From an optimization exercise on the open Yosys and OpenROAD flow, aimed at small area, a short achievable clock period and few clock cycles; shortcuts taken in it are not production practice.
Function was checked by simulation only, so behaviour that the tests miss may differ from the original.

==> design/flow/design.v <==
module cprq_nl (
    input  wire [31:0] a,
    input  wire        odd,
    output wire [5:0]  nz
);
    wire [31:0] y = {a[30:0] ^ {31{a[31]}}, a[31]};
    wire [63:0] t;
    assign t[0] = y > (odd ? 32'd175665160 : 32'd175665023);
    assign t[1] = y > (odd ? 32'd248775376 : 32'd248775551);
    assign t[2] = y > (odd ? 32'd305114814 : 32'd305114495);
    assign t[3] = y > (odd ? 32'd352814644 : 32'd352814975);
    assign t[4] = y > (odd ? 32'd395020018 : 32'd395020415);
    assign t[5] = y > (odd ? 32'd433342958 : 32'd433342847);
    assign t[6] = y > (odd ? 32'd468738646 : 32'd468738431);
    assign t[7] = y > (odd ? 32'd501829552 : 32'd501829247);
    assign t[8] = y > (odd ? 32'd533047582 : 32'd533047679);
    assign t[9] = y > (odd ? 32'd562706700 : 32'd562707071);
    assign t[10] = y > (odd ? 32'd591044338 : 32'd591044735);
    assign t[11] = y > (odd ? 32'd618244816 : 32'd618244991);
    assign t[12] = y > (odd ? 32'd644453402 : 32'd644453759);
    assign t[13] = y > (odd ? 32'd669789590 : 32'd669789311);
    assign t[14] = y > (odd ? 32'd694350230 : 32'd694350719);
    assign t[15] = y > (odd ? 32'd718218108 : 32'd718217855);
    assign t[16] = y > (odd ? 32'd741461174 : 32'd741461375);
    assign t[17] = y > (odd ? 32'd764139562 : 32'd764139647);
    assign t[18] = y > (odd ? 32'd786303262 : 32'd786303359);
    assign t[19] = y > (odd ? 32'd807997570 : 32'd807997055);
    assign t[20] = y > (odd ? 32'd829259974 : 32'd829259903);
    assign t[21] = y > (odd ? 32'd850126404 : 32'd850126463);
    assign t[22] = y > (odd ? 32'd870627318 : 32'd870627455);
    assign t[23] = y > (odd ? 32'd890789270 : 32'd890788991);
    assign t[24] = y > (odd ? 32'd910636474 : 32'd910636415);
    assign t[25] = y > (odd ? 32'd930192356 : 32'd930191999);
    assign t[26] = y > (odd ? 32'd949476446 : 32'd949476479);
    assign t[27] = y > (odd ? 32'd968505924 : 32'd968505983);
    assign t[28] = y > (odd ? 32'd987299536 : 32'd987299711);
    assign t[29] = y > (odd ? 32'd1005871338 : 32'd1005871487);
    assign t[30] = y > (odd ? 32'd1024235388 : 32'd1024235135);
    assign t[31] = y > (odd ? 32'd1042404968 : 32'd1042404479);
    assign t[32] = y > (odd ? 32'd1060391788 : 32'd1060391807);
    assign t[33] = y > (odd ? 32'd1078207566 : 32'd1078207103);
    assign t[34] = y > (odd ? 32'd1095861672 : 32'd1095861887);
    assign t[35] = y > (odd ? 32'd1113365044 : 32'd1113364607);
    assign t[36] = y > (odd ? 32'd1130724706 : 32'd1130725247);
    assign t[37] = y > (odd ? 32'd1147950816 : 32'd1147951487);
    assign t[38] = y > (odd ? 32'd1165050402 : 32'd1165050239);
    assign t[39] = y > (odd ? 32'd1182030492 : 32'd1182030719);
    assign t[40] = y > (odd ? 32'd1198897334 : 32'd1198897535);
    assign t[41] = y > (odd ? 32'd1215657956 : 32'd1215657599);
    assign t[42] = y > (odd ? 32'd1232316268 : 32'd1232316287);
    assign t[43] = y > (odd ? 32'd1248877732 : 32'd1248878207);
    assign t[44] = y > (odd ? 32'd1265347036 : 32'd1265347199);
    assign t[45] = y > (odd ? 32'd1281726524 : 32'd1281726335);
    assign t[46] = y > (odd ? 32'd1298017756 : 32'd1298017919);
    assign t[47] = y > (odd ? 32'd1314222296 : 32'd1314221951);
    assign t[48] = y > (odd ? 32'd1330337018 : 32'd1330337663);
    assign t[49] = y > (odd ? 32'd1346358800 : 32'd1346358911);
    assign t[50] = y > (odd ? 32'd1362276706 : 32'd1362276479);
    assign t[51] = y > (odd ? 32'd1378073556 : 32'd1378073471);
    assign t[52] = y > (odd ? 32'd1393716544 : 32'd1393716863);
    assign t[53] = y > (odd ? 32'd1409147876 : 32'd1409147519);
    assign t[54] = y > (odd ? 32'd1424245716 : 32'd1424245631);
    assign t[55] = y > (odd ? 32'd1438737486 : 32'd1438737023);
    assign t[56] = y > (odd ? 32'd1451822644 : 32'd1451822975);
    assign t[57] = y > (odd ? 32'd1459617974 : 32'd1459618175);
    assign t[58] = y > (odd ? 32'd1509949830 : 32'd1509949823);
    assign t[59] = 1'b0;    
    assign t[60] = 1'b0;    
    assign t[61] = 1'b0;    
    assign t[62] = 1'b0;    
    assign t[63] = 1'b0;    
    wire [5:0] f;
    assign f[5] = t[31];
    reg b4;
    always @(*) begin
        case (f[5:5])
            1'd0: b4 = t[15];
            1'd1: b4 = t[47];
            default: b4 = 1'b0;
        endcase
    end
    assign f[4] = b4;
    reg b3;
    always @(*) begin
        case (f[5:4])
            2'd0: b3 = t[7];
            2'd1: b3 = t[23];
            2'd2: b3 = t[39];
            2'd3: b3 = t[55];
            default: b3 = 1'b0;
        endcase
    end
    assign f[3] = b3;
    reg b2;
    always @(*) begin
        case (f[5:3])
            3'd0: b2 = t[3];
            3'd1: b2 = t[11];
            3'd2: b2 = t[19];
            3'd3: b2 = t[27];
            3'd4: b2 = t[35];
            3'd5: b2 = t[43];
            3'd6: b2 = t[51];
            3'd7: b2 = t[59];
            default: b2 = 1'b0;
        endcase
    end
    assign f[2] = b2;
    reg b1;
    always @(*) begin
        case (f[5:2])
            4'd0: b1 = t[1];
            4'd1: b1 = t[5];
            4'd2: b1 = t[9];
            4'd3: b1 = t[13];
            4'd4: b1 = t[17];
            4'd5: b1 = t[21];
            4'd6: b1 = t[25];
            4'd7: b1 = t[29];
            4'd8: b1 = t[33];
            4'd9: b1 = t[37];
            4'd10: b1 = t[41];
            4'd11: b1 = t[45];
            4'd12: b1 = t[49];
            4'd13: b1 = t[53];
            4'd14: b1 = t[57];
            4'd15: b1 = t[61];
            default: b1 = 1'b0;
        endcase
    end
    assign f[1] = b1;
    reg b0;
    always @(*) begin
        case (f[5:1])
            5'd0: b0 = t[0];
            5'd1: b0 = t[2];
            5'd2: b0 = t[4];
            5'd3: b0 = t[6];
            5'd4: b0 = t[8];
            5'd5: b0 = t[10];
            5'd6: b0 = t[12];
            5'd7: b0 = t[14];
            5'd8: b0 = t[16];
            5'd9: b0 = t[18];
            5'd10: b0 = t[20];
            5'd11: b0 = t[22];
            5'd12: b0 = t[24];
            5'd13: b0 = t[26];
            5'd14: b0 = t[28];
            5'd15: b0 = t[30];
            5'd16: b0 = t[32];
            5'd17: b0 = t[34];
            5'd18: b0 = t[36];
            5'd19: b0 = t[38];
            5'd20: b0 = t[40];
            5'd21: b0 = t[42];
            5'd22: b0 = t[44];
            5'd23: b0 = t[46];
            5'd24: b0 = t[48];
            5'd25: b0 = t[50];
            5'd26: b0 = t[52];
            5'd27: b0 = t[54];
            5'd28: b0 = t[56];
            5'd29: b0 = t[58];
            5'd30: b0 = t[60];
            5'd31: b0 = t[62];
            default: b0 = 1'b0;
        endcase
    end
    assign f[0] = b0;
    wire [5:0] lim = odd ? 6'd57 : 6'd58;
    assign nz = (f > lim) ? 6'd1 : (odd ? 6'd58 - f : 6'd59 - f);
endmodule
module cprq_div3_26 (
    input  wire [25:0] x,
    output wire [25:0] q,
    output wire [1:0] r
);
    function [3:0] step;    
        input [1:0] ri;
        input [1:0] d;
        begin
            case ({ri, d})
                4'd0: step = {2'd0, 2'd0};
                4'd1: step = {2'd0, 2'd1};
                4'd2: step = {2'd0, 2'd2};
                4'd3: step = {2'd1, 2'd0};
                4'd4: step = {2'd1, 2'd1};
                4'd5: step = {2'd1, 2'd2};
                4'd6: step = {2'd2, 2'd0};
                4'd7: step = {2'd2, 2'd1};
                4'd8: step = {2'd2, 2'd2};
                4'd9: step = {2'd3, 2'd0};
                4'd10: step = {2'd3, 2'd1};
                4'd11: step = {2'd3, 2'd2};
                default: step = 4'd0;
            endcase
        end
    endfunction
    wire [1:0] rr [0:13];
    assign rr[13] = 2'd0;
    genvar i;
    generate
        for (i = 12; i >= 0; i = i - 1) begin : g_step
            wire [3:0] o = step(rr[i+1], x[2*i+1:2*i]);
            assign q[2*i+1:2*i] = o[3:2];
            assign rr[i] = o[1:0];
        end
    endgenerate
    assign r = rr[0];
endmodule
module cprq_div25_12 (
    input  wire [4:0] ri,
    input  wire [11:0] x,
    output wire [11:0] q,
    output wire [4:0] r
);
    function [6:0] step;    
        input [4:0] ri;
        input [1:0]  dg;
        begin
            case ({ri, dg})
                7'd0: step = {2'd0, 5'd0};
                7'd1: step = {2'd0, 5'd1};
                7'd2: step = {2'd0, 5'd2};
                7'd3: step = {2'd0, 5'd3};
                7'd4: step = {2'd0, 5'd4};
                7'd5: step = {2'd0, 5'd5};
                7'd6: step = {2'd0, 5'd6};
                7'd7: step = {2'd0, 5'd7};
                7'd8: step = {2'd0, 5'd8};
                7'd9: step = {2'd0, 5'd9};
                7'd10: step = {2'd0, 5'd10};
                7'd11: step = {2'd0, 5'd11};
                7'd12: step = {2'd0, 5'd12};
                7'd13: step = {2'd0, 5'd13};
                7'd14: step = {2'd0, 5'd14};
                7'd15: step = {2'd0, 5'd15};
                7'd16: step = {2'd0, 5'd16};
                7'd17: step = {2'd0, 5'd17};
                7'd18: step = {2'd0, 5'd18};
                7'd19: step = {2'd0, 5'd19};
                7'd20: step = {2'd0, 5'd20};
                7'd21: step = {2'd0, 5'd21};
                7'd22: step = {2'd0, 5'd22};
                7'd23: step = {2'd0, 5'd23};
                7'd24: step = {2'd0, 5'd24};
                7'd25: step = {2'd1, 5'd0};
                7'd26: step = {2'd1, 5'd1};
                7'd27: step = {2'd1, 5'd2};
                7'd28: step = {2'd1, 5'd3};
                7'd29: step = {2'd1, 5'd4};
                7'd30: step = {2'd1, 5'd5};
                7'd31: step = {2'd1, 5'd6};
                7'd32: step = {2'd1, 5'd7};
                7'd33: step = {2'd1, 5'd8};
                7'd34: step = {2'd1, 5'd9};
                7'd35: step = {2'd1, 5'd10};
                7'd36: step = {2'd1, 5'd11};
                7'd37: step = {2'd1, 5'd12};
                7'd38: step = {2'd1, 5'd13};
                7'd39: step = {2'd1, 5'd14};
                7'd40: step = {2'd1, 5'd15};
                7'd41: step = {2'd1, 5'd16};
                7'd42: step = {2'd1, 5'd17};
                7'd43: step = {2'd1, 5'd18};
                7'd44: step = {2'd1, 5'd19};
                7'd45: step = {2'd1, 5'd20};
                7'd46: step = {2'd1, 5'd21};
                7'd47: step = {2'd1, 5'd22};
                7'd48: step = {2'd1, 5'd23};
                7'd49: step = {2'd1, 5'd24};
                7'd50: step = {2'd2, 5'd0};
                7'd51: step = {2'd2, 5'd1};
                7'd52: step = {2'd2, 5'd2};
                7'd53: step = {2'd2, 5'd3};
                7'd54: step = {2'd2, 5'd4};
                7'd55: step = {2'd2, 5'd5};
                7'd56: step = {2'd2, 5'd6};
                7'd57: step = {2'd2, 5'd7};
                7'd58: step = {2'd2, 5'd8};
                7'd59: step = {2'd2, 5'd9};
                7'd60: step = {2'd2, 5'd10};
                7'd61: step = {2'd2, 5'd11};
                7'd62: step = {2'd2, 5'd12};
                7'd63: step = {2'd2, 5'd13};
                7'd64: step = {2'd2, 5'd14};
                7'd65: step = {2'd2, 5'd15};
                7'd66: step = {2'd2, 5'd16};
                7'd67: step = {2'd2, 5'd17};
                7'd68: step = {2'd2, 5'd18};
                7'd69: step = {2'd2, 5'd19};
                7'd70: step = {2'd2, 5'd20};
                7'd71: step = {2'd2, 5'd21};
                7'd72: step = {2'd2, 5'd22};
                7'd73: step = {2'd2, 5'd23};
                7'd74: step = {2'd2, 5'd24};
                7'd75: step = {2'd3, 5'd0};
                7'd76: step = {2'd3, 5'd1};
                7'd77: step = {2'd3, 5'd2};
                7'd78: step = {2'd3, 5'd3};
                7'd79: step = {2'd3, 5'd4};
                7'd80: step = {2'd3, 5'd5};
                7'd81: step = {2'd3, 5'd6};
                7'd82: step = {2'd3, 5'd7};
                7'd83: step = {2'd3, 5'd8};
                7'd84: step = {2'd3, 5'd9};
                7'd85: step = {2'd3, 5'd10};
                7'd86: step = {2'd3, 5'd11};
                7'd87: step = {2'd3, 5'd12};
                7'd88: step = {2'd3, 5'd13};
                7'd89: step = {2'd3, 5'd14};
                7'd90: step = {2'd3, 5'd15};
                7'd91: step = {2'd3, 5'd16};
                7'd92: step = {2'd3, 5'd17};
                7'd93: step = {2'd3, 5'd18};
                7'd94: step = {2'd3, 5'd19};
                7'd95: step = {2'd3, 5'd20};
                7'd96: step = {2'd3, 5'd21};
                7'd97: step = {2'd3, 5'd22};
                7'd98: step = {2'd3, 5'd23};
                7'd99: step = {2'd3, 5'd24};
                default: step = {2'd0, 5'd0};
            endcase
        end
    endfunction
    wire [4:0] rr [0:6];
    assign rr[6] = ri;
    genvar i;
    generate
        for (i = 5; i >= 0; i = i - 1) begin : g_step
            wire [6:0] o = step(rr[i+1], x[2*i+1:2*i]);
            assign q[2*i+1:2*i] = o[6:5];
            assign rr[i] = o[4:0];
        end
    endgenerate
    assign r = rr[0];
endmodule
module cprq_alt_enc (
    input  wire        present,
    input  wire [31:0] w,
    output wire [11:0] ac
);
    wire signed [23:0] x = w[31:8];
    wire        neg = w[7] ? (x < -24'sd1013) : (x < -24'sd1012);
    wire        big = w[7] ? (x > 24'sd50186) : (x > 24'sd50187);
    wire [15:0] k;
    cprq_add #(.W(16)) u_add (.a(w[23:8]), .b(16'd1012), .ci(w[7]), .s(k));
    wire [11:0] q;
    wire [4:0]  r_unused;
    cprq_div25_12 u_div (.ri({1'b0, k[15:12]}), .x(k[11:0]), .q(q), .r(r_unused));
    wire [10:0] idx = neg ? 11'd0 : big ? 11'd2047 : q[10:0];
    assign ac = present ? {idx[10:4], 1'b1, idx[3:0]} : 12'h000;
endmodule
module cprq_ss_cmp (
    input  wire [31:0] w,
    output wire        gt
);
    wire [30:0] x = w[30:0] ^ {31{w[31]}};    
    assign gt = (x > 31'd256000) | (w[31] & (x == 31'd256000));
endmodule
module cprq_vel_enc (
    input  wire        present,
    input  wire [31:0] w,
    input  wire        ss,
    output wire [10:0] code
);
    wire [30:0] x   = w[30:0] ^ {31{w[31]}};    
    wire        big = |x[30:20];
    wire [20:0] t   = {1'b0, x[19:0]} + (ss ? 21'd1536 : 21'd384) + {20'd0, w[31]};
    wire        sat = big | (ss ? t[20] : |t[20:18]);
    wire [9:0]  mag = sat ? 10'd1023 : (ss ? t[19:10] : t[17:8]);
    assign code = present ? {w[31], mag} : 11'h000;
endmodule
module cprq_vr_enc (
    input  wire        present,
    input  wire [31:0] w,
    output wire [9:0]  code
);
    wire [30:0] x   = w[30:0] ^ {31{w[31]}};
    wire [24:0] t   = {1'b0, x[23:0]} + 25'd24576 + {24'd0, w[31]};
    wire        sat = (|x[30:24]) | t[24] | t[23];
    wire [8:0]  mag = sat ? 9'd511 : t[22:14];
    assign code = present ? {w[31], mag} : 10'h000;
endmodule
module cprq_lat_even (
    input  wire [31:0] a,
    output wire [23:0] s,
    output wire [8:0]  er
);
    wire [25:0] y  = {a[31], a[31:7]} + 26'd1 + {25'd0, a[6]};
    wire [25:0] yb = y + 26'h1800000;                   
    wire [25:0] q;
    wire [1:0]  r;
    cprq_div3_26 u_div (.x(yb), .q(q), .r(r));
    assign s  = {~q[23], q[22:0]};                      
    assign er = {r, ~a[6], a[5:0]};                     
endmodule
module cprq_zq_mul (
    input  wire [5:0]  n,
    input  wire [31:0] w,
    output wire [28:0] u
);
    wire signed [37:0] p = $signed(w) * $signed({1'b0, n}) + 38'sd11520;
    assign u = p[37:9];
endmodule
module cprq_zq_div (
    input  wire [28:0] u,
    output wire [16:0] code
);
    function [2:0] m5;           
        input [3:0] x;
        begin
            case (x)
                4'd0: m5 = 3'd0;
                4'd1: m5 = 3'd1;
                4'd2: m5 = 3'd2;
                4'd3: m5 = 3'd3;
                4'd4: m5 = 3'd4;
                4'd5: m5 = 3'd0;
                4'd6: m5 = 3'd1;
                4'd7: m5 = 3'd2;
                4'd8: m5 = 3'd3;
                4'd9: m5 = 3'd4;
                4'd10: m5 = 3'd0;
                4'd11: m5 = 3'd1;
                4'd12: m5 = 3'd2;
                4'd13: m5 = 3'd3;
                4'd14: m5 = 3'd4;
                4'd15: m5 = 3'd0;
                default: m5 = 3'd0;
            endcase
        end
    endfunction
    function [2:0] a5;           
        input [2:0] a, b;
        begin
            case ({a, b})
                6'd0: a5 = 3'd0;
                6'd1: a5 = 3'd1;
                6'd2: a5 = 3'd2;
                6'd3: a5 = 3'd3;
                6'd4: a5 = 3'd4;
                6'd8: a5 = 3'd1;
                6'd9: a5 = 3'd2;
                6'd10: a5 = 3'd3;
                6'd11: a5 = 3'd4;
                6'd12: a5 = 3'd0;
                6'd16: a5 = 3'd2;
                6'd17: a5 = 3'd3;
                6'd18: a5 = 3'd4;
                6'd19: a5 = 3'd0;
                6'd20: a5 = 3'd1;
                6'd24: a5 = 3'd3;
                6'd25: a5 = 3'd4;
                6'd26: a5 = 3'd0;
                6'd27: a5 = 3'd1;
                6'd28: a5 = 3'd2;
                6'd32: a5 = 3'd4;
                6'd33: a5 = 3'd0;
                6'd34: a5 = 3'd1;
                6'd35: a5 = 3'd2;
                6'd36: a5 = 3'd3;
                default: a5 = 3'd0;
            endcase
        end
    endfunction
    function [3:0] m9;           
        input [5:0] x;
        begin
            case (x)
                6'd0: m9 = 4'd0;
                6'd1: m9 = 4'd1;
                6'd2: m9 = 4'd2;
                6'd3: m9 = 4'd3;
                6'd4: m9 = 4'd4;
                6'd5: m9 = 4'd5;
                6'd6: m9 = 4'd6;
                6'd7: m9 = 4'd7;
                6'd8: m9 = 4'd8;
                6'd9: m9 = 4'd0;
                6'd10: m9 = 4'd1;
                6'd11: m9 = 4'd2;
                6'd12: m9 = 4'd3;
                6'd13: m9 = 4'd4;
                6'd14: m9 = 4'd5;
                6'd15: m9 = 4'd6;
                6'd16: m9 = 4'd7;
                6'd17: m9 = 4'd8;
                6'd18: m9 = 4'd0;
                6'd19: m9 = 4'd1;
                6'd20: m9 = 4'd2;
                6'd21: m9 = 4'd3;
                6'd22: m9 = 4'd4;
                6'd23: m9 = 4'd5;
                6'd24: m9 = 4'd6;
                6'd25: m9 = 4'd7;
                6'd26: m9 = 4'd8;
                6'd27: m9 = 4'd0;
                6'd28: m9 = 4'd1;
                6'd29: m9 = 4'd2;
                6'd30: m9 = 4'd3;
                6'd31: m9 = 4'd4;
                6'd32: m9 = 4'd5;
                6'd33: m9 = 4'd6;
                6'd34: m9 = 4'd7;
                6'd35: m9 = 4'd8;
                6'd36: m9 = 4'd0;
                6'd37: m9 = 4'd1;
                6'd38: m9 = 4'd2;
                6'd39: m9 = 4'd3;
                6'd40: m9 = 4'd4;
                6'd41: m9 = 4'd5;
                6'd42: m9 = 4'd6;
                6'd43: m9 = 4'd7;
                6'd44: m9 = 4'd8;
                6'd45: m9 = 4'd0;
                6'd46: m9 = 4'd1;
                6'd47: m9 = 4'd2;
                6'd48: m9 = 4'd3;
                6'd49: m9 = 4'd4;
                6'd50: m9 = 4'd5;
                6'd51: m9 = 4'd6;
                6'd52: m9 = 4'd7;
                6'd53: m9 = 4'd8;
                6'd54: m9 = 4'd0;
                6'd55: m9 = 4'd1;
                6'd56: m9 = 4'd2;
                6'd57: m9 = 4'd3;
                6'd58: m9 = 4'd4;
                6'd59: m9 = 4'd5;
                6'd60: m9 = 4'd6;
                6'd61: m9 = 4'd7;
                6'd62: m9 = 4'd8;
                6'd63: m9 = 4'd0;
                default: m9 = 4'd0;
            endcase
        end
    endfunction
    function [3:0] a9;           
        input [3:0] a, b;
        begin
            case ({a, b})
                8'd0: a9 = 4'd0;
                8'd1: a9 = 4'd1;
                8'd2: a9 = 4'd2;
                8'd3: a9 = 4'd3;
                8'd4: a9 = 4'd4;
                8'd5: a9 = 4'd5;
                8'd6: a9 = 4'd6;
                8'd7: a9 = 4'd7;
                8'd8: a9 = 4'd8;
                8'd16: a9 = 4'd1;
                8'd17: a9 = 4'd2;
                8'd18: a9 = 4'd3;
                8'd19: a9 = 4'd4;
                8'd20: a9 = 4'd5;
                8'd21: a9 = 4'd6;
                8'd22: a9 = 4'd7;
                8'd23: a9 = 4'd8;
                8'd24: a9 = 4'd0;
                8'd32: a9 = 4'd2;
                8'd33: a9 = 4'd3;
                8'd34: a9 = 4'd4;
                8'd35: a9 = 4'd5;
                8'd36: a9 = 4'd6;
                8'd37: a9 = 4'd7;
                8'd38: a9 = 4'd8;
                8'd39: a9 = 4'd0;
                8'd40: a9 = 4'd1;
                8'd48: a9 = 4'd3;
                8'd49: a9 = 4'd4;
                8'd50: a9 = 4'd5;
                8'd51: a9 = 4'd6;
                8'd52: a9 = 4'd7;
                8'd53: a9 = 4'd8;
                8'd54: a9 = 4'd0;
                8'd55: a9 = 4'd1;
                8'd56: a9 = 4'd2;
                8'd64: a9 = 4'd4;
                8'd65: a9 = 4'd5;
                8'd66: a9 = 4'd6;
                8'd67: a9 = 4'd7;
                8'd68: a9 = 4'd8;
                8'd69: a9 = 4'd0;
                8'd70: a9 = 4'd1;
                8'd71: a9 = 4'd2;
                8'd72: a9 = 4'd3;
                8'd80: a9 = 4'd5;
                8'd81: a9 = 4'd6;
                8'd82: a9 = 4'd7;
                8'd83: a9 = 4'd8;
                8'd84: a9 = 4'd0;
                8'd85: a9 = 4'd1;
                8'd86: a9 = 4'd2;
                8'd87: a9 = 4'd3;
                8'd88: a9 = 4'd4;
                8'd96: a9 = 4'd6;
                8'd97: a9 = 4'd7;
                8'd98: a9 = 4'd8;
                8'd99: a9 = 4'd0;
                8'd100: a9 = 4'd1;
                8'd101: a9 = 4'd2;
                8'd102: a9 = 4'd3;
                8'd103: a9 = 4'd4;
                8'd104: a9 = 4'd5;
                8'd112: a9 = 4'd7;
                8'd113: a9 = 4'd8;
                8'd114: a9 = 4'd0;
                8'd115: a9 = 4'd1;
                8'd116: a9 = 4'd2;
                8'd117: a9 = 4'd3;
                8'd118: a9 = 4'd4;
                8'd119: a9 = 4'd5;
                8'd120: a9 = 4'd6;
                8'd128: a9 = 4'd8;
                8'd129: a9 = 4'd0;
                8'd130: a9 = 4'd1;
                8'd131: a9 = 4'd2;
                8'd132: a9 = 4'd3;
                8'd133: a9 = 4'd4;
                8'd134: a9 = 4'd5;
                8'd135: a9 = 4'd6;
                8'd136: a9 = 4'd7;
                default: a9 = 4'd0;
            endcase
        end
    endfunction
    function [33:0] csa;         
        input [16:0] a, b, c;
        begin
            csa = {((a & b) | (a & c) | (b & c)), a ^ b ^ c};
        end
    endfunction
    wire [2:0] n0 = m5(u[3:0]);
    wire [2:0] n1 = m5(u[7:4]);
    wire [2:0] n2 = m5(u[11:8]);
    wire [2:0] n3 = m5(u[15:12]);
    wire [2:0] n4 = m5(u[19:16]);
    wire [2:0] n5 = m5(u[23:20]);
    wire [2:0] n6 = m5(u[27:24]);
    wire [2:0] n01 = a5(n0, n1);
    wire [2:0] n23 = a5(n2, n3);
    wire [2:0] n45 = a5(n4, n5);
    wire [2:0] n6s = a5(n6, {u[28], 2'b00});
    wire [2:0] n03 = a5(n01, n23);
    wire [2:0] n47 = a5(n45, n6s);
    wire [2:0] r5  = a5(n03, n47);
    wire [3:0] k0 = m9(u[5:0]);
    wire [3:0] k1 = m9(u[11:6]);
    wire [3:0] k2 = m9(u[17:12]);
    wire [3:0] k3 = m9(u[23:18]);
    wire [3:0] k4 = m9({2'b00, u[27:24]});
    wire [3:0] k01 = a9(k0, k1);
    wire [3:0] k23 = a9(k2, k3);
    wire [3:0] k4s = a9(k4, {2'b00, u[28], 1'b0});
    wire [3:0] k03 = a9(k01, k23);
    wire [3:0] r9  = a9(k03, k4s);
    reg [16:0] rinv;             
    always @(*) begin
        rinv = 17'd0;
        case ({r5, r9})
            {3'd0, 4'd0}: rinv = 17'd0;
            {3'd0, 4'd1}: rinv = 17'd58254;
            {3'd0, 4'd2}: rinv = 17'd116508;
            {3'd0, 4'd3}: rinv = 17'd43690;
            {3'd0, 4'd4}: rinv = 17'd101944;
            {3'd0, 4'd5}: rinv = 17'd29127;
            {3'd0, 4'd6}: rinv = 17'd87381;
            {3'd0, 4'd7}: rinv = 17'd14563;
            {3'd0, 4'd8}: rinv = 17'd72817;
            {3'd1, 4'd0}: rinv = 17'd52428;
            {3'd1, 4'd1}: rinv = 17'd110683;
            {3'd1, 4'd2}: rinv = 17'd37865;
            {3'd1, 4'd3}: rinv = 17'd96119;
            {3'd1, 4'd4}: rinv = 17'd23301;
            {3'd1, 4'd5}: rinv = 17'd81555;
            {3'd1, 4'd6}: rinv = 17'd8738;
            {3'd1, 4'd7}: rinv = 17'd66992;
            {3'd1, 4'd8}: rinv = 17'd125246;
            {3'd2, 4'd0}: rinv = 17'd104857;
            {3'd2, 4'd1}: rinv = 17'd32039;
            {3'd2, 4'd2}: rinv = 17'd90294;
            {3'd2, 4'd3}: rinv = 17'd17476;
            {3'd2, 4'd4}: rinv = 17'd75730;
            {3'd2, 4'd5}: rinv = 17'd2912;
            {3'd2, 4'd6}: rinv = 17'd61166;
            {3'd2, 4'd7}: rinv = 17'd119421;
            {3'd2, 4'd8}: rinv = 17'd46603;
            {3'd3, 4'd0}: rinv = 17'd26214;
            {3'd3, 4'd1}: rinv = 17'd84468;
            {3'd3, 4'd2}: rinv = 17'd11650;
            {3'd3, 4'd3}: rinv = 17'd69905;
            {3'd3, 4'd4}: rinv = 17'd128159;
            {3'd3, 4'd5}: rinv = 17'd55341;
            {3'd3, 4'd6}: rinv = 17'd113595;
            {3'd3, 4'd7}: rinv = 17'd40777;
            {3'd3, 4'd8}: rinv = 17'd99032;
            {3'd4, 4'd0}: rinv = 17'd78643;
            {3'd4, 4'd1}: rinv = 17'd5825;
            {3'd4, 4'd2}: rinv = 17'd64079;
            {3'd4, 4'd3}: rinv = 17'd122333;
            {3'd4, 4'd4}: rinv = 17'd49516;
            {3'd4, 4'd5}: rinv = 17'd107770;
            {3'd4, 4'd6}: rinv = 17'd34952;
            {3'd4, 4'd7}: rinv = 17'd93206;
            {3'd4, 4'd8}: rinv = 17'd20388;
            default: rinv = 17'd0;
        endcase
    end
    wire [16:0] x  = u[16:0];
    wire [16:0] t0 = x;
    wire [16:0] t1 = x << 2;
    wire [16:0] t2 = x << 5;
    wire [16:0] t3 = ~(x << 7);       
    wire [16:0] t4 = x << 12;
    wire [16:0] t5 = x << 14;
    wire [33:0] c1 = csa(t0, t1, t2);
    wire [33:0] c2 = csa(t3, t4, t5);
    wire [33:0] c3 = csa(c1[16:0], {c1[32:17], 1'b1}, c2[16:0]);    
    wire [33:0] c4 = csa(c3[16:0], {c3[32:17], 1'b0}, {c2[32:17], 1'b0});
    wire [33:0] c5 = csa(c4[16:0], {c4[32:17], 1'b0}, rinv);
    cprq_add #(.W(17)) u_add (.a(c5[16:0]), .b({c5[32:17], 1'b0}), .ci(1'b0), .s(code));
endmodule
module cprq_add #(parameter W = 16, parameter L = 5) (    
    input  wire [W-1:0] a,
    input  wire [W-1:0] b,
    input  wire         ci,
    output wire [W-1:0] s
);
    wire [W:0] g0 = {a & b, ci};
    wire [W:0] p0 = {a ^ b, 1'b0};
    wire [W:0] g [0:L];
    wire [W:0] p [0:L];
    assign g[0] = g0;
    assign p[0] = p0;
    genvar k, i;
    generate
        for (k = 0; k < L; k = k + 1) begin : g_lvl
            for (i = 0; i <= W; i = i + 1) begin : g_bit
                if (((i >> k) & 1) == 1) begin : g_comb
                    localparam integer J = ((i >> k) << k) - 1;    
                    assign g[k+1][i] = g[k][i] | (p[k][i] & g[k][J]);
                    assign p[k+1][i] = p[k][i] & p[k][J];
                end else begin : g_pass
                    assign g[k+1][i] = g[k][i];
                    assign p[k+1][i] = p[k][i];
                end
            end
        end
    endgenerate
    assign s = (a ^ b) ^ g[L][W-1:0];
endmodule
module cprq_core (
    input  wire         clk,
    input  wire         rst,             
    input  wire         cmd_valid,
    output reg          cmd_ready,
    input  wire [31:0]  cmd_hdr,
    input  wire [31:0]  cmd_addr,
    input  wire [31:0]  cmd_a,
    input  wire [31:0]  cmd_b,
    input  wire [31:0]  cmd_c,
    output reg          rsp_valid,
    input  wire         rsp_ready,
    output reg  [1:0]   rsp_status,
    output reg          rsp_f0v,
    output reg          rsp_f1v,
    output reg  [111:0] rsp_frame0,
    output wire [111:0] rsp_frame1,
    output reg          crc_req_valid,
    input  wire         crc_req_ready,
    output reg  [87:0]  crc_req_msg,
    input  wire         crc_rsp_valid,
    output reg          crc_rsp_ready,
    input  wire [23:0]  crc_rsp_val
);
    localparam [1:0] OP_MKPOS = 2'b01,
                     OP_MKALT = 2'b10,
                     OP_MKVEL = 2'b11;
    localparam [4:0] TYPE_ALT = 5'd0,
                     TYPE_POS = 5'd17,
                     TYPE_VEL = 5'd19;
    localparam [2:0] P0 = 3'd0, P1 = 3'd1, P2 = 3'd2, P3 = 3'd3, P4 = 3'd4;
    reg [2:0]  ph;
    reg [6:0]  c_hdr;
    reg [23:0] c_addr;
    reg [31:0] c_a, c_b, c_c;
    reg [28:0] zq_r;        
    reg [5:0]  nz;
    reg        m_wait;      
    reg        m_slot;      
    reg        m_last;      
    reg [87:0] nmsg;        
    reg        n_v;
    reg        n_slot;
    reg        n_last;
    reg [58:0] f1_lo;       
    assign rsp_frame1 = {rsp_frame0[111:59] & {53{rsp_f1v}}, f1_lo};
    wire [1:0] op      = c_hdr[1:0];
    wire [1:0] variant = c_hdr[3:2];
    wire       pa      = c_hdr[4];
    wire       pb      = c_hdr[5];
    wire       pc      = c_hdr[6];
    wire       is_err  = (op == 2'b00) || (variant == 2'b11);
    wire       is_pos  = (op == OP_MKPOS) && (variant != 2'b11);
    wire [7:0] fb      = (variant == 2'b01) ? 8'h95 : 8'h92;
    wire       imf     = (variant == 2'b10);
    wire [11:0] ac;
    wire        ss, ss_a, ss_b;
    wire [10:0] ens, eew;
    wire [9:0]  evr;
    cprq_alt_enc u_alt (.present(pc), .w(c_c), .ac(ac));
    cprq_ss_cmp  u_ssa (.w(c_a), .gt(ss_a));
    cprq_ss_cmp  u_ssb (.w(c_b), .gt(ss_b));
    assign ss = (pa & ss_a) | (pb & ss_b);
    cprq_vel_enc u_ns  (.present(pa), .w(c_a), .ss(ss), .code(ens));
    cprq_vel_enc u_ew  (.present(pb), .w(c_b), .ss(ss), .code(eew));
    cprq_vr_enc  u_vr  (.present(pc), .w(c_c), .code(evr));
    wire [23:0] se_w;
    wire [8:0]  er_unused;
    cprq_lat_even u_late (.a(c_a), .s(se_w), .er(er_unused));
    wire        nl_odd = (ph == P2);
    wire [5:0]  nz_w;
    cprq_nl u_nl (.a(c_a), .odd(nl_odd), .nz(nz_w));
    wire        zq_lat = (ph == P1);
    wire [28:0] zq_u;
    cprq_zq_mul u_zq1 (.n(zq_lat ? 6'd59 : nz), .w(zq_lat ? c_a : c_b), .u(zq_u));
    wire [16:0] xz_w;
    cprq_zq_div u_zq2 (.u(zq_r), .code(xz_w));
    wire [31:0] head   = {fb, c_addr};
    wire [55:0] me_pos = {TYPE_POS, 2'b00, imf, c_c[11:0], 1'b0, 1'b0, c_c[28:12], xz_w};
    wire [55:0] me_alt = {TYPE_ALT, 2'b00, imf, ac, 1'b0, 1'b0, 34'd0};
    wire [2:0]  st     = ss ? 3'd2 : 3'd1;
    wire [55:0] me_vel = {TYPE_VEL, st, imf, 4'b0000, eew, ens, 1'b1, evr, 2'b00, 8'h00};
    wire [87:0] first_msg = {head, is_pos ? me_pos : (op == OP_MKALT) ? me_alt : me_vel};
    wire ans       = m_wait && crc_rsp_valid && crc_rsp_ready;
    wire msg_free  = !(crc_req_valid || m_wait) || ans;
    wire n_to_m    = n_v && msg_free;                        
    wire n_free    = !n_v || n_to_m;
    wire short_rdy = (ph == P1) && !is_pos && !is_err;       
    wire pos_rdy   = (ph == P3);                             
    wire c_to_m    = (short_rdy || pos_rdy) && msg_free && !n_v;
    wire c_to_n    = short_rdy && !c_to_m && n_free;
    wire odd_to_n  = (ph == P4) && n_free;
    wire err_done  = (ph == P1) && is_err && !crc_req_valid && !m_wait && !n_v && !rsp_valid;
    wire rsp_take  = rsp_valid && rsp_ready;
    wire last_ans  = ans && m_last;
    wire n_v_n     = (c_to_n || odd_to_n) || (n_v && !n_to_m);
    reg [2:0] ph_n;
    always @(*) begin
        ph_n = ph;
        case (ph)
            P0: ph_n = P0;
            P1: if (is_pos) ph_n = P2;
                else if (c_to_m || c_to_n || err_done) ph_n = P0;
            P2: ph_n = P3;
            P3: if (c_to_m) ph_n = P4;
            P4: if (odd_to_n) ph_n = P0;
            default: ph_n = P0;
        endcase
        if (cmd_valid && cmd_ready)
            ph_n = P1;
    end
    always @(posedge clk) begin
        if (rst) begin
            ph            <= P0;
            cmd_ready     <= 1'b0;
            crc_req_valid <= 1'b0;
            m_wait        <= 1'b0;
            n_v           <= 1'b0;
            rsp_valid     <= 1'b0;
            crc_rsp_ready <= 1'b0;
        end else begin
            ph        <= ph_n;
            cmd_ready <= (ph_n == P0) || ((ph_n == P4) && !n_v_n);
            if (crc_req_valid && crc_req_ready) begin
                crc_req_valid <= 1'b0;
                m_wait        <= 1'b1;
            end
            if (ans)
                m_wait <= 1'b0;
            if (n_to_m || c_to_m)
                crc_req_valid <= 1'b1;
            n_v <= n_v_n;
            if (rsp_take)
                rsp_valid <= 1'b0;
            if (last_ans || err_done)
                rsp_valid <= 1'b1;
            crc_rsp_ready <= !((last_ans || err_done) || (rsp_valid && !rsp_take));
        end
        if (cmd_valid && cmd_ready) begin
            c_hdr  <= cmd_hdr[6:0];
            c_addr <= cmd_addr[23:0];
            c_a    <= cmd_a;
            c_b    <= cmd_b;
            c_c    <= cmd_c;
        end else begin
            if (ph == P1 && is_pos) begin
                c_c[28:0] <= {se_w[16:0], ac};
                nz    <= nz_w;
                zq_r  <= zq_u;
            end
            if (ph == P2) begin
                nz    <= nz_w;
                c_a[16:0] <= xz_w;
                zq_r  <= zq_u;
            end
            if (ph == P3 && c_to_m)
                zq_r  <= zq_u;
        end
        if (odd_to_n) begin
            nmsg[34:0] <= {1'b1, c_a[16:0], xz_w};
            n_slot <= 1'b1;
            n_last <= 1'b1;
        end else if (c_to_n) begin
            nmsg   <= first_msg;
            n_slot <= 1'b0;
            n_last <= 1'b1;
        end
        if (n_to_m) begin
            if (!n_slot)
                crc_req_msg[87:35] <= nmsg[87:35];
            crc_req_msg[34:0] <= nmsg[34:0];
            m_slot      <= n_slot;
            m_last      <= n_last;
        end else if (c_to_m) begin
            crc_req_msg <= first_msg;
            m_slot      <= 1'b0;
            m_last      <= !is_pos;
        end
        if (ans) begin
            if (m_slot) begin
                f1_lo   <= {crc_req_msg[34:0], crc_rsp_val};
                rsp_f1v <= 1'b1;
            end else begin
                rsp_frame0 <= {crc_req_msg, crc_rsp_val};
                rsp_f0v    <= 1'b1;
                f1_lo      <= 59'd0;
                rsp_f1v    <= 1'b0;
            end
            rsp_status <= 2'b00;
        end
        if (err_done) begin
            rsp_frame0 <= 112'd0;
            f1_lo      <= 59'd0;
            rsp_f0v    <= 1'b0;
            rsp_f1v    <= 1'b0;
            rsp_status <= (op == 2'b00) ? 2'b10 : 2'b01;
        end
    end
endmodule
==> design/flow/flow/run.sh <==
#!/bin/bash
# Own layout flow: the standard flow (standard.sh) with
#  - synthesis through flow/synth.tcl: the standard flow's script, but ABC maps with an
#    area-recovering script at a realistic delay target; no full-adder
#    extraction and yosys's own carry-lookahead mapping (registers unchanged);
#  - timing repair aiming below the 34 ns constraint (SETUP_SLACK_MARGIN),
#    so that the achieved period is short. The SDC is the standard flow's, unchanged.
# Every tool's output goes to the ORFS logs under orfs/logs; make's own
# output goes to flow_make.log in this folder.
set -euo pipefail
W=$PWD
export FLOW_ABC_DELAY_PS=6000
bash standard.sh \
  SYNTH_SCRIPT=$W/flow/synth.tcl \
  ADDER_MAP_FILE= \
  SYNTH_OPERATIONS_ARGS=-nofsm \
  SETUP_SLACK_MARGIN=24.5 \
  finish > $W/flow_make.log 2>&1
==> design/flow/flow/synth.tcl <==
# The standard flow's synthesis script (synth_recipe.tcl) with one change: ABC maps with
# yosys's own area-recovering script at a realistic delay target instead of
# ORFS's fixed minimum-delay script. Registers are mapped before ABC, exactly
# as in the standard synthesis.
proc synth {args} { yosys synth -nofsm -noshare {*}$args }
proc abc {args} {
  set out {}
  set skip 0
  foreach a $args {
    if {$skip} { set skip 0; continue }
    if {$a eq "-script" || $a eq "-D"} { set skip 1; continue }
    lappend out $a
  }
  yosys abc {*}$out -D $::env(FLOW_ABC_DELAY_PS)
}
source $::env(SCRIPTS_DIR)/synth.tcl
# left out here: clear keep_hierarchy, flatten, clean up, hide names made inside functions, write 1_2_yosys.v
==> design/flow/standard.sh <==
#!/bin/bash
# synth_recipe.tcl (not shown) runs the flow's synth.tcl, then flattens the netlist and writes it again
# the make line also repeats each setting of config.mk as NAME=value (left out here)
make -C /OpenROAD-flow-scripts/flow DESIGN_CONFIG=/design/flow/config.mk WORK_HOME=/design/flow/orfs CLKGATE_MAP_FILE= SYNTH_SCRIPT=/design/flow/synth_recipe.tcl "${@:-finish}"
==> design/flow/config.mk <==
export PLATFORM = sky130hd
export DESIGN_NAME = cprq_core
export DESIGN_NICKNAME = cprq_core
export VERILOG_FILES = /design/flow/design.v
export SDC_FILE = /design/flow/constraint.sdc
export NUM_CORES = 4
export LEC_CHECK = 0
export CAP_MARGIN = 20
export CORE_MARGIN = 2
export CORE_UTILIZATION = 40
export SLEW_MARGIN = 20
==> design/flow/constraint.sdc <==
create_clock -name core_clock -period 34.0 [get_ports {clk}]
set_input_delay 6.8000 -clock core_clock [delete_from_list [all_inputs] [get_ports {clk}]]
set_output_delay 6.8000 -clock core_clock [all_outputs]
set_load 0.01 [all_outputs]
==> run summary, run 1 <==
IO Port Bufs: 456
Max Cap Viol: 0
Via count: 48,772
Status: finished clean
Crit path largest cell delay: 0.48 ns
Clock Tree Buf Depth: 3
Vias in the first global route: 44,718
Reg2Reg Setup Slack: 24.78 ns
Drc violations: 0
Total global routing overflow: 0
Clk Latency, worst-skew pair: 0.69 ns
Initial DRC count: 5,274
Initial Utilization: 40.2%
CP endpoint kind: register
Routed vias/inst: 6.10
Top cells by area, synth: edfxtp_1, dfxtp_1, nand2_1
Total global-route track usage: 36.0%
Syn Std Cell Area: 45,200 um^2
Die X: 340 um
Area Growth Syn to Fin: 21.4%
H-tree Lvls: 2
Peak Freq: 107 MHz
Post-route ant nets: 0
Max Slew Vio Count: 0
Top-count cell post-synth: nand2_1
Period minus WS final: 9.35 ns
Inst Count DP: 7,842
Pin count of the biggest net entering global routing: 103
HP Start: c_addr[3]
CP Launch Point: cmd_valid
Mapped Cells: 6,069
Slowest stage cell, crit path: clkdlybuf4s50_1
IO Count: 510
Critical path class: in2reg
Primary FF master, synth: edfxtp_1
Met1 Track Usage GR: 46.5%
WP buf/inv: 7
Family with the most delay on the worst path: buffers and inverters
First-pass GRT wire length: 309,000 um
Final hold viol count: 0
Final Net Count: 6,626
Seq/Total Area, Yosys: 30.8%
FP Rows: 123
Clk sink count: 536
Yosys top cell by area: edfxtp_1
CTS tree: done
Met3 usage: 7.67%
Post-synth EDFFs: 321
Slew HR: 20.8%
Avg WL per Cell: 27.2 um
Crit path cell chain: clkdlybuf4s50_1 > nand2_2 > buf_12 > inv_16 > nor2_4 > a31oi_2 > buf_6 > inv_4 > buf_16 > mux2_4 > inv_2 > nand2_1 > nor2_1 > nor2_1 > o32a_1 > a21oi_1
Core Area: 112,000 um^2
Peak fanout along the critical path: 47
Quantity of hold-fixing buffers added after cts: 0
TritonCTS Buffers: 61
WP data required: 34.59 ns
Busiest grt layer: met2
Avg Cell Area, Syn: 7.45 um^2
Worst path arrival time: 9.94 ns
Synthesis warning total: 7
Layout cells sized above 1: 7.94%
GPL Wtd Cong: 1.06
Final HPWL DP: 172,000 um
CTS root buf: clkbuf_16
Ys async rst share: 0%
CTS clk-pin slew, worst paths: 0.06 ns
Met2 Usage GRT: 56.6%
Yosys cell types: 111
Routed WL: 218,000 um
Drt pass-1 iters: 6
RR Startpoint: c_a[31]
Antenna violations before repair: 13
Clock skew: 0.0320 ns
Synth top area share: 21.3%
Hold Path Class: reg2reg
Critical Path Most Common Cell: nor2_1
Commonest cells in the netlist: nand2_1, nor2_1, a21oi_1
Post-route insts no fill: 7,993
Setup violations, final: 0
RSZ-0062 raised after global routing: true
Die ar.: 116,000 um^2
Setup TNS: 0 ns
Flops & latches, synth: 536
Startpoint Class: input pin
Die Height: 340 um
Worst slew pin tran: 1.18 ns
Tcrit/Tclk final: 27.5%
final timing paths:
check,to,depth (start not counted)
max,u_zq2.k3[1],16
min reg2reg,nmsg[59],0
max reg2reg,nz[4],34
min,nmsg[59],0
metrics by stage:
stage          hold slack (ns)  util [%]  instance area, um^2  setup WS (ns)
2_1_floorplan            0.426         -                45300          24.54
3_3_place_gp             0.430      45.8                51400          21.86
3_5_place_dp             0.434      45.8                51400          21.78
4_1_cts                  0.448      48.2                54100          24.50
5_1_grt                  0.462      48.8                54900          24.44
6_report                 0.446      48.9                54900          24.65
kinds of logic (layout without fill, tap and decap cells):
family | Yosys count | in the layout | synth area share [%]
XOR/XNOR | 546 | 546 | 11.1
AO/OA/AOI/OAI | 1669 | 1669 | 23.7
other | 2 | 24 | 0.0166
AND/OR/NAND/NOR | 2733 | 2735 | 27.1
multiplexers | 74 | 74 | 1.73
buffers and inverters | 436 | 836 | 3.99
adder cells (fa/ha/maj) | 73 | 73 | 1.62
flip-flops | 536 | 536 | 30.8
cells in the final DEF, fill, tap and decap left out, types with 73 or more instances in the layout:
cell / Yosys / routed
a21oi_1: 475 / 467
a31oi_1: 91 / 85
and2_1: 102 / 101
buf_4: 34 / 136
clkdlybuf4s50_1: 0 / 456
dfxtp_1: 215 / 210
edfxtp_1: 321 / 321
inv_1: 114 / 112
maj3_1: 73 / 73
nand2_1: 1043 / 1037
nand2b_1: 88 / 84
nand3_1: 180 / 179
nor2_1: 749 / 731
nor2b_1: 89 / 86
nor3_1: 225 / 219
o21ai_0: 400 / 391
xnor2_1: 365 / 362
xor2_1: 165 / 157
sequential cells by signal, indices dropped and copies added, names as in the netlist, 4 cells and up:
| signal | cells |
|---|---|
| c_addr | 24 |
| nmsg | 78 |
| nz | 6 |
| f1_lo | 59 |
| u_zq2.k2 | 4 |
| u_zq2.k3 | 4 |
| c_hdr | 7 |
| c_b | 32 |
| crc_req_msg | 78 |
| u_zq2.k1 | 4 |
| zq_r | 29 |
| u_zq2.k4 | 4 |
| c_a | 32 |
| c_c | 32 |
| u_zq2.k0 | 4 |
| rsp_frame0 | 103 |
what timing repair did:
item / in CTS / in global routing
cloned: 2 / 3
setup endpoints to repair: 108 / 75
resized for setup: 76 / 104
setup buffers: 7 / 19
pin swaps: 1 / 18
final cells by class:
cell class | count | area, um^2
fillers | 11089 | 57500
multi-input cells | 5117 | 30600
flip-flops and latches | 536 | 13900
repair buffers | 603 | 5800
well taps | 1500 | 1880
clock buffers | 82 | 1730
clock inverters | 34 | 492
inverters | 116 | 455
diodes | 4 | 10.0
repair inverters | 1 | 8.76
metal layers:
layer	part of all wire, %	routed length [um]	up-vias
met3	9.0	19600	479
met1	41	89000	23433
met2	44	95800	2303
met4	6.2	13400	6
li1	-	-	22551
met5	0.026	56	-
Testbench counts, summed over its fixed seeds: cycles 4,802.
==> run 2: changes to the inputs <==
--- a/design/flow/design.v
+++ b/design/flow/design.v
@@ -891,3 +891,3 @@
         end
-        if (cmd_valid && cmd_ready) begin
+        if (cmd_ready) begin
             c_hdr  <= cmd_hdr[6:0];
--- a/design/flow/flow/run.sh
+++ b/design/flow/flow/run.sh
@@ -16,3 +16,3 @@
   SYNTH_OPERATIONS_ARGS=-nofsm \
-  SETUP_SLACK_MARGIN=24.5 \
+  SETUP_SLACK_MARGIN=25.2 \
   finish > $W/flow_make.log 2>&1
==> run 2 against run 1 <==
- clock skew is 0.024 ns higher
- synthesized cell count shrank 0.31%
- die area is 1.2% higher
- hold slack got worse by 0.012 ns
- first-iteration DRC count is 5.8% higher
- design area increased by 5.1%
- synthesized area rose by 1.2%
- highest routed layer unchanged
==> run summary, run 2 <==
Most frequent cells in the layout: nand2_1, nor2_1, a21oi_1
Final Net Count: 6,743 (+1.8%)
Max Slew Vio Count: 0 (unchanged)
Worst slew pin tran: 1.33 ns (+0.152 ns)
Flops & latches, synth: 536 (unchanged)
Antenna violations before repair: 16 (+3)
Peak Freq: 112 MHz (+5.1%)
HP Start: c_addr[3]
Post-synth EDFFs: 321 (unchanged)
CTS tree: done
Period minus WS final: 8.90 ns (-0.450 ns)
Final Cell Area: 57,700 um^2 (+5.1%)
RSZ-0062 raised after global routing: true
TritonCTS Buffers: 66 (+8.2%)
Clock Tree Buf Depth: 3 (unchanged)
Tcrit/Tclk final: 26.2% (-1.3 points)
Commonest non-fill, non-tap cell in the layout: nand2_1
Final hold viol count: 0 (unchanged)
Clock skew: 0.0562 ns (+0.0242 ns)
CP endpoint kind: register
Critical Path Most Common Cell: nor2_4
Synthesis warning total: 7 (unchanged)
Startpoint Class: input pin
Status: finished clean
Most flops, register: rsp_frame0
Hold Path Class: reg2reg
Via count: 49,773 (+2.1%)
CP Launch Point: crc_rsp_valid
Area Growth Syn to Fin: 26.1%
CTS root buf: clkbuf_16
Routed WL: 218,000 um (+0.11%)
IO Count: 510 (unchanged)
Max reg flops: 103 (unchanged)
Die Height: 342 um (+0.59%)
Peak fanout along the critical path: 5 (-89%)
Commonest cells in the netlist: nand2_1, nor2_1, a21oi_1
Final HPWL DP: 168,000 um (-2.4%)
Largest registers: rsp_frame0 (103), crc_req_msg (78), nmsg (78)
Setup violations, final: 0 (unchanged)
Yosys top cell by area: edfxtp_1
Critical path capture point: u_zq2.k2[1]
Initial DRC count: 5,578 (+5.8%)
Critical path class: in2reg
Slew HR: 10.3% (-10 points)
Top cells by area, synth: edfxtp_1, dfxtp_1, nand2_1
Mapped Cells: 6,050 (-0.31%)
Yosys cell types: 138 (+24%)
R2R cell count: 32 (-5.9%)
Top-count cell post-synth: nand2_1
Core Area: 114,000 um^2 (+1.4%)
Total global-route track usage: 35.6% (-0.40 points)
Total global routing overflow: 0 (unchanged)
Die ar.: 117,000 um^2 (+1.2%)
Final core area utilization: 50.7% (+1.8 points)
GPL Wtd Cong: 1.11 (+4.8%)
Placement-stage cell area: 52,100 um^2 (+1.4%)
Slowest stage cell, crit path: or3_4
Vias in the first global route: 45,497 (+1.7%)
Die X: 342 um (+0.59%)
Seq/Total Area, Yosys: 30.5% (-0.37 points)
FP Rows: 124 (+0.81%)
Setup TNS: 0 ns (unchanged)
Worst r2r dst: nz[4]
Crit path largest cell delay: 0.35 ns (-0.13 ns)
Quantity of hold-fixing buffers added after cts: 0 (unchanged)
CTS clk-pin slew, worst paths: 0.06 ns (about the same)
Ys async rst share: 0% (unchanged)
Drc violations: 0 (unchanged)
Clk sink count: 536 (unchanged)
Primary FF master, synth: edfxtp_1
Clk Latency, worst-skew pair: 0.67 ns (-0.02 ns)
Initial Utilization: 40.2% (-0.066 points)
Reg2Reg Setup Slack: 25.15 ns (+0.37 ns)
IO Port Bufs: 456 (unchanged)
Routed vias/inst: 6.12 (+0.37%)
Layout cells sized above 1: 12.7% (+4.8 points)
Pin count of the biggest net entering global routing: 103 (unchanged)
Synth top area share: 21.1% (-0.25 points)
Crit path cell chain: buf_6 > and3_4 > nor2_4 > a211o_4 > nor2_4 > nor2_4 > nor2_4 > buf_12 > buf_16 > nor2_4 > a21oi_4 > nor2_4 > or3_4 > o2bb2ai_2 > a21oi_2 > a21o_1 > a21oi_2 > a221o_1
Place WS: 22.17 ns (+0.389 ns)
Max Cap Viol: 0 (unchanged)
Syn Std Cell Area: 45,800 um^2 (+1.2%)
Setup ws final: 25.10 ns (+0.450 ns)
Post-route ant nets: 0 (unchanged)
First-pass GRT wire length: 310,000 um (+0.27%)
Avg Cell Area, Syn: 7.56 um^2 (+1.5%)
H-tree Lvls: 3 (+1)
Worst path arrival time: 9.43 ns (-0.51 ns)
Drt pass-1 iters: 6 (unchanged)
Avg WL per Cell: 26.8 um (-1.5%)
RR Startpoint: c_a[31]
WP data required: 34.53 ns (-0.06 ns)
-- run 2: changes by cell type in the layout (fill, tap and decap cells not counted), sizes merged, moves of 22 or more --
cell	delta
nor2	-45
clkdlybuf4s50	-25
nand2b	-22
buf	+128
or3	+22
nand2	-44
a21oi	+27
-- run 2: layout make-up --
cell class              count  area [um^2]
diodes                      9         22.5
clock buffers              91         1890
clock inverters            30          308
fillers                 11165        56200
inverters                 130          494
multi-input cells        5085        32000
flip-flops and latches    536        14000
well taps                1512         1890
repair buffers            734         7100
-- run 2: routing by layer --
| layer | share of wire (%) | GRT usage [%] |
|---|---|---|
| met4 | 5.9 | 18.4 |
| met3 | 9.7 | 8.04 |
| met2 | 44 | 55.5 |
| met1 | 40 | 46.0 |
| met5 | 0.032 | 0 |
-- run 2: worst max-delay path, delay by kind of cell --
family / cells / cell delay [ns]
AND/OR/NAND/NOR: 8 / 1.03
buffers and inverters: 3 / 0.38
AO/OA/AOI/OAI: 7 / 1.19
-- run 2: timing repair --
action | in CTS | in global routing
buffers inserted | 60 | 77
pin swaps | 22 | 67
endpoints found under the setup margin | 260 | 69
gates resized for setup | 187 | 243
cloned | 9 | 2
endpoints found under the hold margin | 0 | 0
-- run 2: worst min path at each step --
stage / end / cells past startpoint
final: nmsg[59] / 0
after global routing: nmsg[71] / 0
after CTS: nmsg[59] / 0
after detailed placement: nmsg[71] / 0
after global placement: nmsg[74] / 0
after floorplan: nmsg[56] / 0
-- run 2: logic make-up (layout without fill, tap and decap cells) --
kind of cell	after synthesis	in the layout	share of synthesized area [%]
AND/OR/NAND/NOR	2653	2653	26.3
AO/OA/AOI/OAI	1704	1705	24.2
XOR/XNOR	545	545	11.0
flip-flops	536	536	30.5
buffers and inverters	449	985	4.28
multiplexers	91	92	2.17
adder cells (fa/ha/maj)	70	70	1.54
other	2	29	0.0164
-- run 2: through the flow --
step	hold WS [ns]	cells
floorplan	0.426	6068
global placement	0.432	7849
detailed placement	0.433	7849
CTS	0.442	8039
global route	0.446	8120
finish	0.435	8127
Testbench counts of run 2, summed over its fixed seeds: cycles 4,802.

-- re-timing with driven ports --
How much do the figures lean on ideal ports? The routed layouts below were timed once more, with nothing changed but the port constraints. Step 1 (the two cells are an assumption about what drives the block):
set clk [get_ports {clk}]
set_driving_cell -lib_cell sky130_fd_sc_hd__clkbuf_16 $clk
set_driving_cell -lib_cell sky130_fd_sc_hd__buf_2 [delete_from_list [all_inputs] $clk]
Step 2, shift: input delay + t, output delay - t, t = (earliest + latest rising clock arrival at the registers) / 2. This alone moves slack from input paths to output paths. Slacks: ideal / step 1 / step 2; pairs: ideal / step 1.
| run | t, ns | slack for setup (ns) | latest minus earliest clock arrival (ns) | worst register clock-pin slew, ns | worst data-port slew with drivers (ns) |
|---|---|---|---|---|---|
| run 1 | 0.758 | 24.650 / 24.664 / 23.906 | 0.032 / 0.032 | 0.08 / 0.08 | 0.24 |
| run 2 | 0.715 | 25.100 / 25.115 / 24.400 | 0.056 / 0.057 | 0.08 / 0.08 | 0.21 |
After both steps every run listed still meets setup and hold. The setup slack of run 1, which loses most, moves by +0.014 ns with the drivers and by -0.744 ns with both steps.
